Source: an optimization exercise on an open RTL-to-GDS flow (aim: small area, a short achievable clock period and few clock cycles). Production flows keep margins and buffers that such runs may drop. The RTL was checked by simulation tests, not by an equivalence proof against the original design.

==> 06-10: inputs <==
==> flow/design.v (excerpt) <==
module pong_physics (
    input  wire        clk,
    input  wire        rst,
    input  wire        cmd_valid,
    input  wire [39:0] cmd,
    output wire        cmd_ready,
    output reg         resp_valid,
    output reg  [15:0] resp,
    input  wire        tick_req
);
export LEC_CHECK = 0
export ABC_AREA = 1
export CAP_MARGIN = 20
export CORE_MARGIN = 2
export CORE_UTILIZATION = 40
export CTS_CLUSTER_DIAMETER = 100
export CTS_CLUSTER_SIZE = 20
export SLEW_MARGIN = 20
create_clock -name core_clock -period 30.0 [get_ports {clk}]
standard.sh (not shown) runs the stock make flow with config.mk's settings and CLKGATE_MAP_FILE= SYNTH_SCRIPT=/design/flow/synth_recipe.tcl, a recipe that flattens the netlist after the stock synthesis.
==> flow/flow/run.sh <==
#!/bin/bash
set -euo pipefail
export BUFFER_PORTS_ARGS="-buffer_cell sky130_fd_sc_hd__buf_2"
bash standard.sh > standard.log 2>&1
==> 04-02: changes against 06-10 <==
--- a/flow/design.v
+++ b/flow/design.v
@@ -103,30 +103,25 @@
     reg [2:0]  bko;         
     reg        sv;
     reg [15:0] s1r;
     reg [10:0] dvq;
     reg [2:0]  dvk;
     reg        busy;        
-    reg        pstep;       
-    reg        ptick;
-    reg        rst_q;       
     assign cmd_ready = !(rst || busy);
     wire [7:0]  op   = cmd[39:32];
     wire [7:0]  opa  = cmd[31:24];
     wire [7:0]  opb  = cmd[23:16];
     wire [15:0] imm  = cmd[15:0];
     wire        sel  = cmd[24];
     wire acc_cmd  = cmd_valid && !busy;
     wire acc_tick = tick_req && !busy && !cmd_valid && tick_en;
     wire c_step   = acc_cmd && (op == 8'h10);
     wire c_bounce = acc_cmd && (op == 8'h11);
     wire c_walls  = acc_cmd && (op == 8'h12);
     wire c_tick   = acc_cmd && (op == 8'h13);
-    wire want_step = acc_tick || c_step || c_tick;
-    wire do_step   = (want_step && sv) || pstep;
-    wire step_tick = pstep ? ptick : !c_step;
+    wire do_step  = acc_tick || c_step || c_tick;
     wire [15:0] vel0 = vm0 ? tdiv4(vr0) : vr0;
     wire [15:0] vel1 = vm1 ? tdiv4(vr1) : vr1;
     wire [15:0] sx   = sv ? s1r : spin;
     wire [15:0] ch1  = chain13({1'b1, ~sx[15], sx[14:4]});
     wire [1:0]  rw   = ch1[15:14];
     wire [1:0]  ra   = ch1[13:12];
@@ -157,25 +152,37 @@
             5'h1B: begin kk = 3'h6; r2 = 2'd1; end    
             default: begin kk = 3'h6; r2 = 2'd0; end  
         endcase
     end
     wire        c2   = sx[15] && !((dd[3:0] == 4'd0) && (r2 == 2'd0));
     wire [2:0]  dvkn = kk + {2'd0, c2};
-    reg         vxp;
+    wire        vxp  = !vx[15] && (vx[14:0] != 15'd0);
     wire [15:0] dq16 = {{5{dvq[10]}}, dvq};
     wire [15:0] dk16 = {{13{dvk[2]}}, dvk};
     wire [15:0] vy1  = vy + (vxp ? dq16 : ~dq16) + (vxp ? dk16 : ~dk16) + (vxp ? 16'd0 : 16'd2);
     wire [11:0] ch3  = chain11({1'b1, ~vy1[15], vy1[14:6]});
     wire [1:0]  r3   = ch3[11:10];
     wire [9:0]  q3   = ch3[9:0] ^ 10'h200;             
     wire        c3   = vy1[15] && !((vy1[5:0] == 6'd0) && (r3 == 2'd0));
     wire [15:0] st_vy = vy1 + ~{{6{q3[9]}}, q3} + {15'd0, !c3};
-    wire [15:0] st_py = py + {{6{st_vy[15]}}, st_vy[15:6]} + {15'd0, st_vy[15] && (st_vy[5:0] != 6'd0)};
+    wire [5:0]  tau  = q3[5:0] + {5'd0, c3};
+    wire [3:0]  t3h  = q3[9:6] + {3'd0, c3 && (q3[5:0] == 6'h3F)};
+    wire        lt3  = vy1[5:0] < tau;
+    wire        ne3  = vy1[5:0] != tau;
+    wire [3:0]  s3   = ~t3h + 4'd1 - {3'd0, lt3} + {3'd0, vy1[15] && ne3};
+    wire [15:0] pyb  = py + {{6{vy1[15]}}, vy1[15:6]};
+    wire [15:0] pybp16 = radd({3'd0, pyb[15:3]}, 16'd0, 1'b1);
+    wire [15:0] pybm16 = radd({3'd0, pyb[15:3]}, 16'hFFFF, 1'b0);
+    wire [12:0] pybp = pybp16[12:0];
+    wire [12:0] pybm = pybm16[12:0];
+    wire [4:0]  plo  = {2'd0, pyb[2:0]} + {s3[3], s3};
+    wire [15:0] st_py = {(plo[4] ? pybm : plo[3] ? pybp : pyb[15:3]), plo[2:0]};
     wire [15:0] st_px = radd(px, {{6{vx[15]}}, vx[15:6]}, vx[15] && (vx[5:0] != 6'd0));
     wire        st_pb = (st_px[15:7] == 9'd1) || (st_px[15:7] == 9'd126);
-    wire        st_pw = st_px[15] || st_px[14] || (st_py[15:13] != 3'd0);
+    wire        st_pw = st_px[15] || st_px[14] || (pyb[15:13] != 3'd0) ||
+                        (pyb[12:0] < 13'd3) || (pyb[12:0] > 13'd8187);
     localparam [3:0] B_IDLE = 4'd0, B_HIT = 4'd1, B_VX = 4'd2, B_SP1 = 4'd3, B_SP2 = 4'd4,
                      B_VY3 = 4'd5, B_KICK = 4'd6, B_DIV4 = 4'd7, B_V16 = 4'd8, B_V32 = 4'd9,
                      B_W0 = 4'd10, B_W1 = 4'd11;
     wire psel  = px[13];
     wire bx1   = (px[15:7] == 9'd1);
     wire bx126 = (px[15:7] == 9'd126);
@@ -225,13 +232,13 @@
     wire [7:0]  sc1i   = {1'b1, sc1i16[6:0]};
     reg [3:0] bst_n;
     always @(*) begin
         bst_n = B_IDLE;
         case (bst)
             B_IDLE: begin
-                if (do_step && step_tick)
+                if (do_step && !c_step)
                     bst_n = st_pb ? B_HIT : st_pw ? B_W0 : B_IDLE;
                 else if (c_bounce)
                     bst_n = B_HIT;
                 else if (c_walls)
                     bst_n = B_W0;
             end
@@ -259,15 +266,14 @@
             8'd0:    rdp_val = s_pos;
             8'd1:    rdp_val = s_vel;
             8'd2:    rdp_val = sel ? 16'd126 : 16'd1;
             default: rdp_val = 16'h0000;
         endcase
     end
-    wire spin_wr = (bst == B_SP1) || (bst == B_SP2) || hx || rst_q ||
-                   (bst == B_VX) ||
-                   (acc_cmd && ((op == 8'h19 && (opa == 8'd4 || opa == 8'd2)) || op == 8'h14));
+    wire spin_wr = (bst == B_SP1) || (bst == B_SP2) || hx ||
+                   (acc_cmd && ((op == 8'h19 && opa == 8'd4) || op == 8'h14));
     wire sv_n  = !spin_wr;
     always @(posedge clk) begin
         if (do_step || !sv) begin
             s1r <= s1n;
             dvq <= qa;
             dvk <= dvkn;
@@ -279,22 +285,26 @@
             8'h21:   resp <= {{4{s_pos[15]}}, s_pos[15:4]};
             8'h28:   resp <= rdp_val;
             8'h31:   resp <= {14'd0, sc1[7], sc0[7]};
             8'h38:   resp <= {8'd0, sel ? sc1 : sc0};
             default: resp <= 16'h0000;
         endcase
-        rst_q <= rst;
-        vxp   <= !vx[15] && (vx[14:0] != 15'd0);
-        begin
+        if (rst) begin
+            sc0        <= 8'h00;
+            sc1        <= 8'h00;
+            tick_en    <= 1'b0;
+            bst        <= B_IDLE;
+            sv         <= 1'b0;
+            busy       <= 1'b1;
+            resp_valid <= 1'b0;
+        end else begin
             resp_valid <= (acc_cmd && !c_bounce && !c_walls) ||
                           (bcr && ((bst == B_HIT) || (bst == B_W0)));
             sv   <= sv_n;
             bst  <= bst_n;
-            busy  <= (bst_n != B_IDLE) || (want_step && !sv);
-            pstep <= want_step && !sv;
-            ptick <= !c_step;
+            busy <= !sv_n || (bst_n != B_IDLE);
             if (bst == B_IDLE) begin
                 ben <= c_bounce ? (sel ? 2'b10 : 2'b01) : 2'b11;
                 bwq <= st_pw && !c_bounce;
                 bcr <= c_bounce || c_walls;
             end
             if (bst == B_HIT) begin
@@ -365,27 +375,15 @@
                         end
                     end
                     default: ;
                 endcase
             end
         end
-        if (rst || rst_q) begin
-            busy       <= 1'b1;
-            resp_valid <= 1'b0;
-        end
-        if (rst_q) begin
-            bst     <= B_IDLE;
-            sv      <= 1'b0;
-            pstep   <= 1'b0;
-            sc0     <= 8'h00;
-            sc1     <= 8'h00;
-            tick_en <= 1'b0;
-        end
-        if (rst_q || (acc_cmd && op == 8'h14)) begin
-            px   <= (sc1[7] && !rst_q) ? 16'd16128 : 16'd256;
-            vx   <= (sc1[7] && !rst_q) ? 16'hF400 : 16'd3072;
+        if (rst || (acc_cmd && op == 8'h14)) begin
+            px   <= (sc1[7] && !rst) ? 16'd16128 : 16'd256;
+            vx   <= (sc1[7] && !rst) ? 16'hF400 : 16'd3072;
             py   <= 16'd4096;
             vy   <= 16'd0;
             spin <= 16'd0;
             pos0 <= 16'd512;
             pos1 <= 16'd512;
             vr0  <= 16'd0;
==> flow/run.sh (new file) <==
#!/bin/bash
# synth_recipe.tcl (not shown) runs the flow's synth.tcl, then flattens the netlist and writes it again
# the make line also repeats each setting of config.mk as NAME=value (left out here)
make -C /OpenROAD-flow-scripts/flow DESIGN_CONFIG=/design/flow/config.mk WORK_HOME=/design/flow/orfs CLKGATE_MAP_FILE= SYNTH_SCRIPT=/design/flow/synth_recipe.tcl finish
--- a/flow/config.mk
+++ b/flow/config.mk
@@ -6,9 +6,7 @@
 export NUM_CORES = 4
 export LEC_CHECK = 0
 export ABC_AREA = 1
 export CAP_MARGIN = 20
 export CORE_MARGIN = 2
 export CORE_UTILIZATION = 40
-export CTS_CLUSTER_DIAMETER = 100
-export CTS_CLUSTER_SIZE = 20
 export SLEW_MARGIN = 20
removed: flow/flow/run.sh
removed: flow/standard.sh
==> 07-08: changes against 06-10 <==
--- a/flow/design.v
+++ b/flow/design.v
@@ -157,13 +157,13 @@
             5'h1B: begin kk = 3'h6; r2 = 2'd1; end    
             default: begin kk = 3'h6; r2 = 2'd0; end  
         endcase
     end
     wire        c2   = sx[15] && !((dd[3:0] == 4'd0) && (r2 == 2'd0));
     wire [2:0]  dvkn = kk + {2'd0, c2};
-    reg         vxp;
+    wire        vxp  = !vx[15] && (vx[14:0] != 15'd0);
     wire [15:0] dq16 = {{5{dvq[10]}}, dvq};
     wire [15:0] dk16 = {{13{dvk[2]}}, dvk};
     wire [15:0] vy1  = vy + (vxp ? dq16 : ~dq16) + (vxp ? dk16 : ~dk16) + (vxp ? 16'd0 : 16'd2);
     wire [11:0] ch3  = chain11({1'b1, ~vy1[15], vy1[14:6]});
     wire [1:0]  r3   = ch3[11:10];
     wire [9:0]  q3   = ch3[9:0] ^ 10'h200;             
@@ -173,42 +173,107 @@
     wire [15:0] st_px = radd(px, {{6{vx[15]}}, vx[15:6]}, vx[15] && (vx[5:0] != 6'd0));
     wire        st_pb = (st_px[15:7] == 9'd1) || (st_px[15:7] == 9'd126);
     wire        st_pw = st_px[15] || st_px[14] || (st_py[15:13] != 3'd0);
     localparam [3:0] B_IDLE = 4'd0, B_HIT = 4'd1, B_VX = 4'd2, B_SP1 = 4'd3, B_SP2 = 4'd4,
                      B_VY3 = 4'd5, B_KICK = 4'd6, B_DIV4 = 4'd7, B_V16 = 4'd8, B_V32 = 4'd9,
                      B_W0 = 4'd10, B_W1 = 4'd11;
+    localparam [3:0] R_ZERO = 4'd0, R_PX = 4'd1, R_PY = 4'd2, R_VX = 4'd3, R_VY = 4'd4,
+                     R_SPIN = 4'd5, R_POS = 4'd6, R_VEL = 4'd7, R_GETY = 4'd8, R_LANE = 4'd9,
+                     R_CHK = 4'd10, R_SC = 4'd11, R_FLAG = 4'd12;
+    reg [3:0] rk, rk_n;
+    reg       rp, rf;
+    always @(*) begin
+        rk_n = R_ZERO;
+        case (op)
+            8'h11, 8'h12: rk_n = R_FLAG;
+            8'h18: if (opa[7:3] == 5'd0)
+                       case (opa[2:0])
+                           3'd0: rk_n = R_PX;
+                           3'd1: rk_n = R_PY;
+                           3'd2: rk_n = R_VX;
+                           3'd3: rk_n = R_VY;
+                           3'd4: rk_n = R_SPIN;
+                           default: rk_n = R_ZERO;
+                       endcase
+            8'h21: rk_n = R_GETY;
+            8'h28: if (opb[7:2] == 6'd0)
+                       case (opb[1:0])
+                           2'd0: rk_n = R_POS;
+                           2'd1: rk_n = R_VEL;
+                           2'd2: rk_n = R_LANE;
+                           default: rk_n = R_ZERO;
+                       endcase
+            8'h31: rk_n = R_CHK;
+            8'h38: rk_n = R_SC;
+            default: rk_n = R_ZERO;
+        endcase
+    end
     wire psel  = px[13];
     wire bx1   = (px[15:7] == 9'd1);
     wire bx126 = (px[15:7] == 9'd126);
-    wire [15:0] b_pos = psel ? pos1 : pos0;
-    wire [15:0] b_vel = psel ? vel1 : vel0;
+    wire        ps    = (bst == B_IDLE) ? rp : psel;
+    wire [15:0] b_pos = ps ? pos1 : pos0;
+    wire [15:0] b_vel = ps ? vel1 : vel0;
+    reg  [15:0] amux;
+    always @(*) begin
+        amux = 16'd0;
+        case (bst)
+            B_IDLE:
+                case (rk)
+                    R_PX:   amux = px;
+                    R_PY:   amux = py;
+                    R_VX:   amux = vx;
+                    R_VY:   amux = vy;
+                    R_SPIN: amux = spin;
+                    R_POS:  amux = b_pos;
+                    R_VEL:  amux = b_vel;
+                    R_GETY: amux = {{4{b_pos[15]}}, b_pos[15:4]};
+                    default: amux = 16'd0;
+                endcase
+            B_HIT:  amux = {{7{py[15]}}, py[15:7]};
+            B_SP1, B_SP2: amux = spin;
+            B_VY3, B_KICK, B_V16, B_V32: amux = vy;
+            B_DIV4: amux = {{2{vy[15]}}, vy[15:2]};
+            default: amux = 16'd0;
+        endcase
+    end
     wire [15:0] b_px  = psel ? {9'd125, px[6:0]} : {9'd2, px[6:0]};
     reg  [15:0] alu_a, alu_b;
     reg         alu_c;
     wire [2:0]  kmul3 = ({1'b0, bko[1:0] ^ {2{bko[2]}}} + 3'd1);           
     wire [15:0] kmag  = {4'd0, {1'b0, kmul3} + {kmul3, 1'b0}, 8'd0};        
     always @(*) begin
-        alu_a = 16'd0;
+        alu_a = amux;
         alu_b = 16'd0;
         alu_c = 1'b0;
         case (bst)
-            B_HIT:  begin alu_a = {{7{py[15]}}, py[15:7]}; alu_b = ~{{4{b_pos[15]}}, b_pos[15:4]}; alu_c = 1'b1; end
+            B_HIT:  begin alu_b = ~{{4{b_pos[15]}}, b_pos[15:4]}; alu_c = 1'b1; end
             B_VX:   begin alu_b = ~vx; alu_c = 1'b1; end
-            B_SP1:  begin alu_a = spin; alu_b = {b_vel[12:0], 3'd0} ^ {16{psel}}; alu_c = psel; end
-            B_SP2:  begin alu_a = spin; alu_b = {b_vel[11:0], 4'd0} ^ {16{psel}}; alu_c = psel; end
-            B_VY3:  begin alu_a = vy; alu_b = {vy[14:0], 1'b0}; end
-            B_KICK: begin alu_a = vy; alu_b = kmag ^ {16{!bko[2]}}; alu_c = !bko[2]; end
-            B_DIV4: begin alu_a = {{2{vy[15]}}, vy[15:2]}; alu_c = vy[15] && (vy[1:0] != 2'd0); end
-            B_V16:  begin alu_a = vy; alu_b = {b_vel[11:0], 4'd0}; end
-            B_V32:  begin alu_a = vy; alu_b = {b_vel[10:0], 5'd0}; end
+            B_SP1:  begin alu_b = {b_vel[12:0], 3'd0} ^ {16{psel}}; alu_c = psel; end
+            B_SP2:  begin alu_b = {b_vel[11:0], 4'd0} ^ {16{psel}}; alu_c = psel; end
+            B_VY3:  begin alu_b = {vy[14:0], 1'b0}; end
+            B_KICK: begin alu_b = kmag ^ {16{!bko[2]}}; alu_c = !bko[2]; end
+            B_DIV4: begin alu_c = vy[15] && (vy[1:0] != 2'd0); end
+            B_V16:  begin alu_b = {b_vel[11:0], 4'd0}; end
+            B_V32:  begin alu_b = {b_vel[10:0], 5'd0}; end
             B_W0:   begin alu_b = ~py; alu_c = 1'b1; end
             B_W1:   begin alu_b = ~vy; alu_c = 1'b1; end
             default: ;
         endcase
     end
     wire [15:0] alu = radd(alu_a, alu_b, alu_c);
+    always @(*) begin
+        case (rk)
+            R_PX, R_PY, R_VX, R_VY, R_SPIN, R_POS, R_VEL, R_GETY: resp = amux;
+            R_LANE:  resp = rp ? 16'd126 : 16'd1;
+            R_CHK:   resp = {14'd0, sc1[7], sc0[7]};
+            R_SC:    resp = {8'd0, rp ? sc1 : sc0};
+            R_FLAG:  resp = {15'd0, rf};
+            default: resp = 16'h0000;
+        endcase
+    end
     wire        pyc    = py[15] && (py[6:0] != 7'd0);
     wire        d_lo   = (alu[15:2] == 14'h3FFF);                            
     wire        d_hi   = (alu[15:2] == 14'h0000);                            
     wire        off_ok = pyc ? (d_lo || (d_hi && alu[1:0] != 2'd3) || (alu[15:3] == 13'h1FFF && alu[2:0] == 3'd3))
                              : (d_lo || d_hi);
     wire [2:0]  o      = alu[2:0] + 3'd4 + {2'd0, pyc};
@@ -242,52 +307,35 @@
             default: bst_n = bst + 4'd1;
         endcase
     end
     wire [15:0] s_pos  = sel ? pos1 : pos0;
     wire [15:0] s_vel  = sel ? vel1 : vel0;
     wire [15:0] s_sum  = s_vel + {s_vel[14:0], 1'b0} + ~s_pos + imm + 16'd1;
-    reg [15:0] rdb_val, rdp_val;
-    always @(*) begin
-        case (opa)
-            8'd0:    rdb_val = px;
-            8'd1:    rdb_val = py;
-            8'd2:    rdb_val = vx;
-            8'd3:    rdb_val = vy;
-            8'd4:    rdb_val = spin;
-            default: rdb_val = 16'h0000;
-        endcase
-        case (opb)
-            8'd0:    rdp_val = s_pos;
-            8'd1:    rdp_val = s_vel;
-            8'd2:    rdp_val = sel ? 16'd126 : 16'd1;
-            default: rdp_val = 16'h0000;
-        endcase
-    end
     wire spin_wr = (bst == B_SP1) || (bst == B_SP2) || hx || rst_q ||
-                   (bst == B_VX) ||
-                   (acc_cmd && ((op == 8'h19 && (opa == 8'd4 || opa == 8'd2)) || op == 8'h14));
+                   (acc_cmd && ((op == 8'h19 && opa == 8'd4) || op == 8'h14));
     wire sv_n  = !spin_wr;
     always @(posedge clk) begin
         if (do_step || !sv) begin
             s1r <= s1n;
             dvq <= qa;
             dvk <= dvkn;
         end
-        if (bst == B_HIT)     resp <= {15'd0, hit};
-        else if (bst == B_W0) resp <= {15'd0, vb};
-        else case (op)
-            8'h18:   resp <= rdb_val;
-            8'h21:   resp <= {{4{s_pos[15]}}, s_pos[15:4]};
-            8'h28:   resp <= rdp_val;
-            8'h31:   resp <= {14'd0, sc1[7], sc0[7]};
-            8'h38:   resp <= {8'd0, sel ? sc1 : sc0};
-            default: resp <= 16'h0000;
-        endcase
+        if (acc_cmd) begin
+            rk <= rk_n;
+            rp <= sel;
+        end
+        if (bst == B_HIT)     rf <= hit;
+        else if (bst == B_W0) rf <= vb;
         rst_q <= rst;
-        vxp   <= !vx[15] && (vx[14:0] != 15'd0);
-        begin
+        if (rst) begin
+            bst        <= B_IDLE;
+            sv         <= 1'b0;
+            busy       <= 1'b1;
+            pstep      <= 1'b0;
+            resp_valid <= 1'b0;
+        end else begin
             resp_valid <= (acc_cmd && !c_bounce && !c_walls) ||
                           (bcr && ((bst == B_HIT) || (bst == B_W0)));
             sv   <= sv_n;
             bst  <= bst_n;
             busy  <= (bst_n != B_IDLE) || (want_step && !sv);
             pstep <= want_step && !sv;
@@ -365,20 +413,13 @@
                         end
                     end
                     default: ;
                 endcase
             end
         end
-        if (rst || rst_q) begin
-            busy       <= 1'b1;
-            resp_valid <= 1'b0;
-        end
         if (rst_q) begin
-            bst     <= B_IDLE;
-            sv      <= 1'b0;
-            pstep   <= 1'b0;
             sc0     <= 8'h00;
             sc1     <= 8'h00;
             tick_en <= 1'b0;
         end
         if (rst_q || (acc_cmd && op == 8'h14)) begin
             px   <= (sc1[7] && !rst_q) ? 16'd16128 : 16'd256;
==> 04-18: changes against 06-10 <==
--- a/flow/design.v
+++ b/flow/design.v
@@ -157,13 +157,13 @@
             5'h1B: begin kk = 3'h6; r2 = 2'd1; end    
             default: begin kk = 3'h6; r2 = 2'd0; end  
         endcase
     end
     wire        c2   = sx[15] && !((dd[3:0] == 4'd0) && (r2 == 2'd0));
     wire [2:0]  dvkn = kk + {2'd0, c2};
-    reg         vxp;
+    wire        vxp  = !vx[15] && (vx[14:0] != 15'd0);
     wire [15:0] dq16 = {{5{dvq[10]}}, dvq};
     wire [15:0] dk16 = {{13{dvk[2]}}, dvk};
     wire [15:0] vy1  = vy + (vxp ? dq16 : ~dq16) + (vxp ? dk16 : ~dk16) + (vxp ? 16'd0 : 16'd2);
     wire [11:0] ch3  = chain11({1'b1, ~vy1[15], vy1[14:6]});
     wire [1:0]  r3   = ch3[11:10];
     wire [9:0]  q3   = ch3[9:0] ^ 10'h200;             
@@ -260,14 +260,13 @@
             8'd1:    rdp_val = s_vel;
             8'd2:    rdp_val = sel ? 16'd126 : 16'd1;
             default: rdp_val = 16'h0000;
         endcase
     end
     wire spin_wr = (bst == B_SP1) || (bst == B_SP2) || hx || rst_q ||
-                   (bst == B_VX) ||
-                   (acc_cmd && ((op == 8'h19 && (opa == 8'd4 || opa == 8'd2)) || op == 8'h14));
+                   (acc_cmd && ((op == 8'h19 && opa == 8'd4) || op == 8'h14));
     wire sv_n  = !spin_wr;
     always @(posedge clk) begin
         if (do_step || !sv) begin
             s1r <= s1n;
             dvq <= qa;
             dvk <= dvkn;
@@ -280,14 +279,19 @@
             8'h28:   resp <= rdp_val;
             8'h31:   resp <= {14'd0, sc1[7], sc0[7]};
             8'h38:   resp <= {8'd0, sel ? sc1 : sc0};
             default: resp <= 16'h0000;
         endcase
         rst_q <= rst;
-        vxp   <= !vx[15] && (vx[14:0] != 15'd0);
-        begin
+        if (rst) begin
+            bst        <= B_IDLE;
+            sv         <= 1'b0;
+            busy       <= 1'b1;
+            pstep      <= 1'b0;
+            resp_valid <= 1'b0;
+        end else begin
             resp_valid <= (acc_cmd && !c_bounce && !c_walls) ||
                           (bcr && ((bst == B_HIT) || (bst == B_W0)));
             sv   <= sv_n;
             bst  <= bst_n;
             busy  <= (bst_n != B_IDLE) || (want_step && !sv);
             pstep <= want_step && !sv;
@@ -365,20 +369,13 @@
                         end
                     end
                     default: ;
                 endcase
             end
         end
-        if (rst || rst_q) begin
-            busy       <= 1'b1;
-            resp_valid <= 1'b0;
-        end
         if (rst_q) begin
-            bst     <= B_IDLE;
-            sv      <= 1'b0;
-            pstep   <= 1'b0;
             sc0     <= 8'h00;
             sc1     <= 8'h00;
             tick_en <= 1'b0;
         end
         if (rst_q || (acc_cmd && op == 8'h14)) begin
             px   <= (sc1[7] && !rst_q) ? 16'd16128 : 16'd256;
==> flow_summary.json <==
{
  "place_area_um2": 21600,
  "nonClockBufferCount": 105,
  "die_h_um": 231,
  "seq_share_pct": 23.6,
  "status": "no timing/DRC/antenna violations",
  "antenna_found_initial": 2,
  "r2r_slack_ns": 17.95,
  "wl_met3_um": 7100,
  "drtIter0Drc": 2277,
  "slew_headroom_pct": 26.8
}
That was 04-18.
==> flow_summary.json <==
{
  "inv_count": 477,
  "antenna_found_initial": 3,
  "final_nets": 3068,
  "status": "no timing/DRC/antenna violations",
  "r2r_slack_ns": 18.98,
  "clkSlewWorstSetupHoldPaths_ns": 0.08,
  "die_h_um": 228,
  "seq_share_pct": 22.9,
  "critical_path_class": "primary input to output pin",
  "nonClockBufferCount": 89,
  "die_x_um": 228,
  "slew_headroom_pct": 22.8,
  "wl_met3_um": 6880,
  "drtIter0Drc": 2097,
  "netlist_instances": 2815
}
That was 06-10.
==> flow_summary.json <==
{
  "status": "no timing/DRC/antenna violations",
  "seq_share_pct": 23.0,
  "place_area_um2": 21600,
  "min_period_ns": 12.61,
  "wl_met3_um": 7690,
  "drtIter0Drc": 2632,
  "synth-edff-count": 78,
  "slew_headroom_pct": 19.6,
  "tightest_slew_ns": 1.19,
  "max_stage_delay_ns": 0.33,
  "r2r_slack_ns": 17.40
}
That was 07-08.
==> flow_summary.json <==
{
  "r2r_slack_ns": 18.29,
  "nonClockBufferCount": 107,
  "place_area_um2": 22700,
  "wl_met3_um": 8960,
  "finClkSkew_ns": 0.0353,
  "slew_headroom_pct": 21.9,
  "synth_area_leaders": "dfxtp_1 14%, edfxtp_1 10%, ha_1 9.3%",
  "initial_core_util_pct": 40.4,
  "die_h_um": 234,
  "met1_length_um": 38100,
  "seq_share_pct": 21.9,
  "drtIter0Drc": 2086,
  "status": "no timing/DRC/antenna violations"
}
That was 04-02.
Testbench counts of 06-10, summed over its fixed seeds: cycles 32,694.
Testbench counts of 04-02, summed over its fixed seeds: cycles 32,906.
Testbench counts of 07-08, summed over its fixed seeds: cycles 32,694.
Testbench counts of 04-18, summed over its fixed seeds: cycles 32,694.

[separate check: timing with driven ports]
In the flow no input, the clock included, has a driving cell. The finished layouts below were timed again as built, in two steps.
Step 1 (the two cells are an assumption about what drives the block):
set clk [get_ports {clk}]
set_driving_cell -lib_cell sky130_fd_sc_hd__clkbuf_16 $clk
set_driving_cell -lib_cell sky130_fd_sc_hd__buf_2 [delete_from_list [all_inputs] $clk]
Step 2 also shifts input and output timing later by t, the mid clock arrival at the registers, as if the neighbouring blocks saw the same clock.
Slacks: ideal / step 1 / step 2; pairs: ideal / step 1.
run | shift t [ns] | slack for setup (ns) | clock arrival spread, ns | slew at the worst register clock pin (ns) | cell pins on the clock port's net
06-10 | 0.585 | 17.690 / 17.672 / 17.672 | 0.035 / 0.035 | 0.10 / 0.10 | 1
04-02 | 0.637 | 16.567 / 16.540 / 16.540 | 0.036 / 0.035 | 0.07 / 0.07 | 1
07-08 | 0.585 | 17.395 / 17.372 / 17.372 | 0.023 / 0.023 | 0.10 / 0.10 | 1
04-18 | 0.593 | 17.515 / 17.495 / 17.495 | 0.046 / 0.047 | 0.10 / 0.10 | 1
After both steps every run listed still meets setup and hold. The setup slack of 04-02, which loses most, moves by -0.027 ns with the drivers and by -0.027 ns with both steps.
